From an optimization exercise on the open Yosys and OpenROAD flow, aimed at small area, a short achievable clock period and few clock cycles; shortcuts taken in it are not production practice. Only simulation tests tie the RTL to the original design; equivalence was not proved.

Setup of rev 12:
==> flow/design.v (excerpt) <==
module hid_rx (
    input  wire        clk,
    input  wire        rst,
    input  wire        in_valid,
    output wire        in_ready,
    input  wire [1:0]  in_class,      
    input  wire [7:0]  in_len,
    input  wire [63:0] in_data,       
    input  wire        hs_we,
    input  wire [2:0]  hs_id,
    input  wire        hs_en,
    output reg         res_valid,
    output reg  [7:0]  res_code,
    output reg  [47:0] res_data,
    output reg         ev_valid,
    input  wire        ev_ready,
    output reg  [2:0]  ev_id,
    output reg         ev_t,
    output reg         ev_deliver,
    output reg  [7:0]  kbd_lastkey,
    output reg         kbd_pressed,
    output reg  [15:0] ptr_x,
    output reg  [15:0] ptr_y,
    output reg         ptr_primary,
    output reg  [9:0]  btn_prev,
    output reg  [2:0]  drop_flags     
);
Settings: LEC_CHECK=0, CAP_MARGIN=20, CORE_MARGIN=2, CORE_UTILIZATION=55, SETUP_SLACK_MARGIN=2.2, SLEW_MARGIN=20, TNS_END_PERCENT=20; clock period 4.5 ns.
standard.sh (not shown) runs the stock make flow with config.mk's settings and CLKGATE_MAP_FILE= SYNTH_SCRIPT=/design/flow/synth_recipe.tcl, a recipe that flattens the netlist after the stock synthesis.
==> flow/flow/run.sh <==
#!/bin/bash
# The standard layout, with plain buf_1 cells as the port buffers
# (the resizer sizes them up where timing needs it).
set -euo pipefail
export BUFFER_PORTS_ARGS="-buffer_cell sky130_fd_sc_hd__buf_1"
bash standard.sh > standard_flow.log 2>&1
Testbench counts of rev 12, summed over its fixed seeds: cycles 16,385.
--- input diff rev 12..rev 13 ---
-- flow/design.v --
<<< rev 12, line 302
    reg  [5:0]  r_sel;
    reg  [2:0]  r_unrec;     
    reg         r_push;      
    reg         r_c0z;
    reg         r_hwe;
    reg  [2:0]  r_hid;
    reg         r_hen;
    always @(posedge clk) begin
        r_cls   <= in_class;
>>> rev 13, line 302
    reg  [5:0]  r_sel;
    reg  [2:0]  r_unrec;     
    reg         r_c0z;
    always @(posedge clk) begin
        r_cls   <= in_class;
<<< rev 12, line 318
        r_unrec <= {|(knz[5:4] & ~krec[5:4]), |(knz[3:2] & ~krec[3:2]), |(knz[1:0] & ~krec[1:0])};
        r_c0z   <= ~knz[0];
        r_hid   <= hs_id;
        r_hen   <= hs_en;
        if (rst) begin
            r_v    <= 1'b0;
            r_hwe  <= 1'b0;
            r_push <= 1'b0;
        end else begin
            r_v    <= accept;
            r_hwe  <= hs_we;
            r_push <= in_push;
        end
    end
>>> rev 13, line 314
        r_unrec <= {|(knz[5:4] & ~krec[5:4]), |(knz[3:2] & ~krec[3:2]), |(knz[1:0] & ~krec[1:0])};
        r_c0z   <= ~knz[0];
        if (rst) begin
            r_v    <= 1'b0;
        end else begin
            r_v    <= accept;
        end
    end
<<< rev 12, line 334
    wire is_gen = r_v && (r_cls == CLS_GEN) && !r_short;
    wire [9:0] gbits   = {r_b3[3], r_b3[0], r_b3[1], r_b3[2], r_b2[5:0]};
    wire [7:0] changed = gbits[7:0] ^ btn_prev[7:0];
    wire       push    = r_push;
    wire       r_any   = |r_sel;
    wire       unrec   = |r_unrec;
    wire [7:0] in_bits = {in_data[28], in_data[29], in_data[30], in_data[21:16]};
    wire [7:0] in_prev = is_gen ? gbits[7:0] : btn_prev[7:0];
    wire       in_push = accept && (in_class == CLS_GEN) && (in_len[7:2] != 6'd0) &&
                         (in_bits != in_prev);
    reg [7:0] klast;
    integer j;
>>> rev 13, line 324
    wire is_gen = r_v && (r_cls == CLS_GEN) && !r_short;
    wire [9:0] gbits   = {r_b3[3], r_b3[0], r_b3[1], r_b3[2], r_b2[5:0]};
    wire       r_any   = |r_sel;
    wire       unrec   = |r_unrec;
    wire [7:0] in_bits = {in_data[28], in_data[29], in_data[30], in_data[21:16]};
    wire [7:0] in_prev = is_gen ? gbits[7:0] : btn_prev[7:0];
    wire [7:0] in_chg  = in_bits ^ in_prev;
    wire       in_push = accept && (in_class == CLS_GEN) && (in_len[7:2] != 6'd0) &&
                         (in_chg != 8'd0);
    reg [7:0] klast;
    integer j;
<<< rev 12, line 383
            drop_flags  <= 3'd0;
        end else begin
            if (r_hwe)
                handlers[r_hid] <= r_hen;
            res_valid <= r_v;
            if (r_v && r_cls == CLS_NONE)
>>> rev 13, line 372
            drop_flags  <= 3'd0;
        end else begin
            if (hs_we)
                handlers[hs_id] <= hs_en;
            res_valid <= r_v;
            if (r_v && r_cls == CLS_NONE)
<<< rev 12, line 410
    reg  [7:0] q_mask [0:2];
    reg  [7:0] q_dlv  [0:2];
    reg  [2:0] q_one;         
    reg  [2:0] q_v;
    reg  [2:0] q_hd;          
>>> rev 13, line 399
    reg  [7:0] q_mask [0:2];
    reg  [7:0] q_dlv  [0:2];
    reg  [2:0] q_v;
    reg  [2:0] q_hd;          
<<< rev 12, line 432
    wire [7:0] h_dlv  = ({8{q_hd[0]}} & q_dlv[0]) | ({8{q_hd[1]}} & q_dlv[1]) |
                        ({8{q_hd[2]}} & q_dlv[2]);
    wire       h_one  = |(q_hd & q_one);
    wire [2:0] q_v_n = (q_v & ~({3{pop}} & q_hd)) | ({3{push}} & q_tl);
    function one8;
        input [7:0] m;
>>> rev 13, line 420
    wire [7:0] h_dlv  = ({8{q_hd[0]}} & q_dlv[0]) | ({8{q_hd[1]}} & q_dlv[1]) |
                        ({8{q_hd[2]}} & q_dlv[2]);
    wire [2:0] q_v_n = (q_v & ~({3{pop}} & q_hd)) | ({3{in_push}} & q_tl);
    function one8;
        input [7:0] m;
<<< rev 12, line 462
        end else begin
            q_v <= q_v_n;
            if (push) q_tl <= {q_tl[1:0], q_tl[2]};
            if (pop)  q_hd <= {q_hd[1:0], q_hd[2]};
            rdy <= !(&q_v_n) &&
                   !(in_push && ((q_v_n[0] & q_v_n[1]) | (q_v_n[0] & q_v_n[2]) | (q_v_n[1] & q_v_n[2])));
            if (w_take)
                w_v <= h_v;
>>> rev 13, line 449
        end else begin
            q_v <= q_v_n;
            if (in_push) q_tl <= {q_tl[1:0], q_tl[2]};
            if (pop)  q_hd <= {q_hd[1:0], q_hd[2]};
            rdy <= !(&q_v_n);
            if (w_take)
                w_v <= h_v;
<<< rev 12, line 484
            w_mask <= h_mask;
            w_dlv  <= h_dlv;
            w_last <= h_one;
        end else if (load) begin
            w_mask <= w_rest;
>>> rev 13, line 470
            w_mask <= h_mask;
            w_dlv  <= h_dlv;
            w_last <= one8(h_mask);
        end else if (load) begin
            w_mask <= w_rest;
<<< rev 12, line 491
        for (e = 0; e < 3; e = e + 1) begin
            if (q_tl[e] && !q_v[e]) begin
                q_mask[e] <= changed;
                q_dlv[e]  <= handlers;
                q_one[e]  <= one8(changed);
            end
        end
>>> rev 13, line 477
        for (e = 0; e < 3; e = e + 1) begin
            if (q_tl[e] && !q_v[e]) begin
                q_mask[e] <= in_chg;
                q_dlv[e]  <= handlers;
            end
        end
### Flow results
| sequential portion of the cell area | higher: rev 12 |
Going from rev 12 to rev 13, filler cell count in the final layout shrinks by 84.
[compare] base=rev 12 new=rev 13: post-place setup slack moved down; length of routed wiring on met1 now smaller; area inside the core boundary went down; total routing resource utilization after global routing higher; shortest clock period the worst path allows after layout higher.
Looking only at horizontal extent of the die, and setting everything else aside, the lower value of rev 12 and rev 13 goes to rev 13.
When rev 13 is set beside rev 12, its routed length on met2 turns out to be about 2.7% smaller.
Compared to rev 12, rev 13 shows a narrower setup margin.
Number of clock buffers in the layout: rev 13 higher than rev 12
Testbench counts of rev 13, summed over its fixed seeds: cycles 16,185.

afterwards: timing with drivers on the ports:
The flow's constraints put no driver on any port. The routed layouts listed below were extracted and timed again, unchanged, in two steps.
Step 1 sets driving cells, clkbuf_16 on the clock port and buf_2 on the other inputs (assumed; they add their load-dependent delay and slew).
Step 2 moves the port delays by t, midway between the first and last clock arrival at a register: inputs arrive t later, outputs are due t later. That takes back most of the time a late clock gives input paths.
a / b / c = ideal ports / drivers / drivers and shift; a / b = the first two.
run	t (ns)	setup WS [ns]	clock arrival spread, ns	worst register clock-pin slew, ns
rev 12	0.591	2.167 / 2.182 / 1.590	0.028 / 0.027	0.07 / 0.07
rev 13	0.594	2.061 / 2.081 / 1.487	0.028 / 0.028	0.07 / 0.07
After both steps setup and hold are still met in every run listed. For rev 12, which loses most, drivers alone change the setup slack by +0.015 ns; drivers and shift together by -0.577 ns.
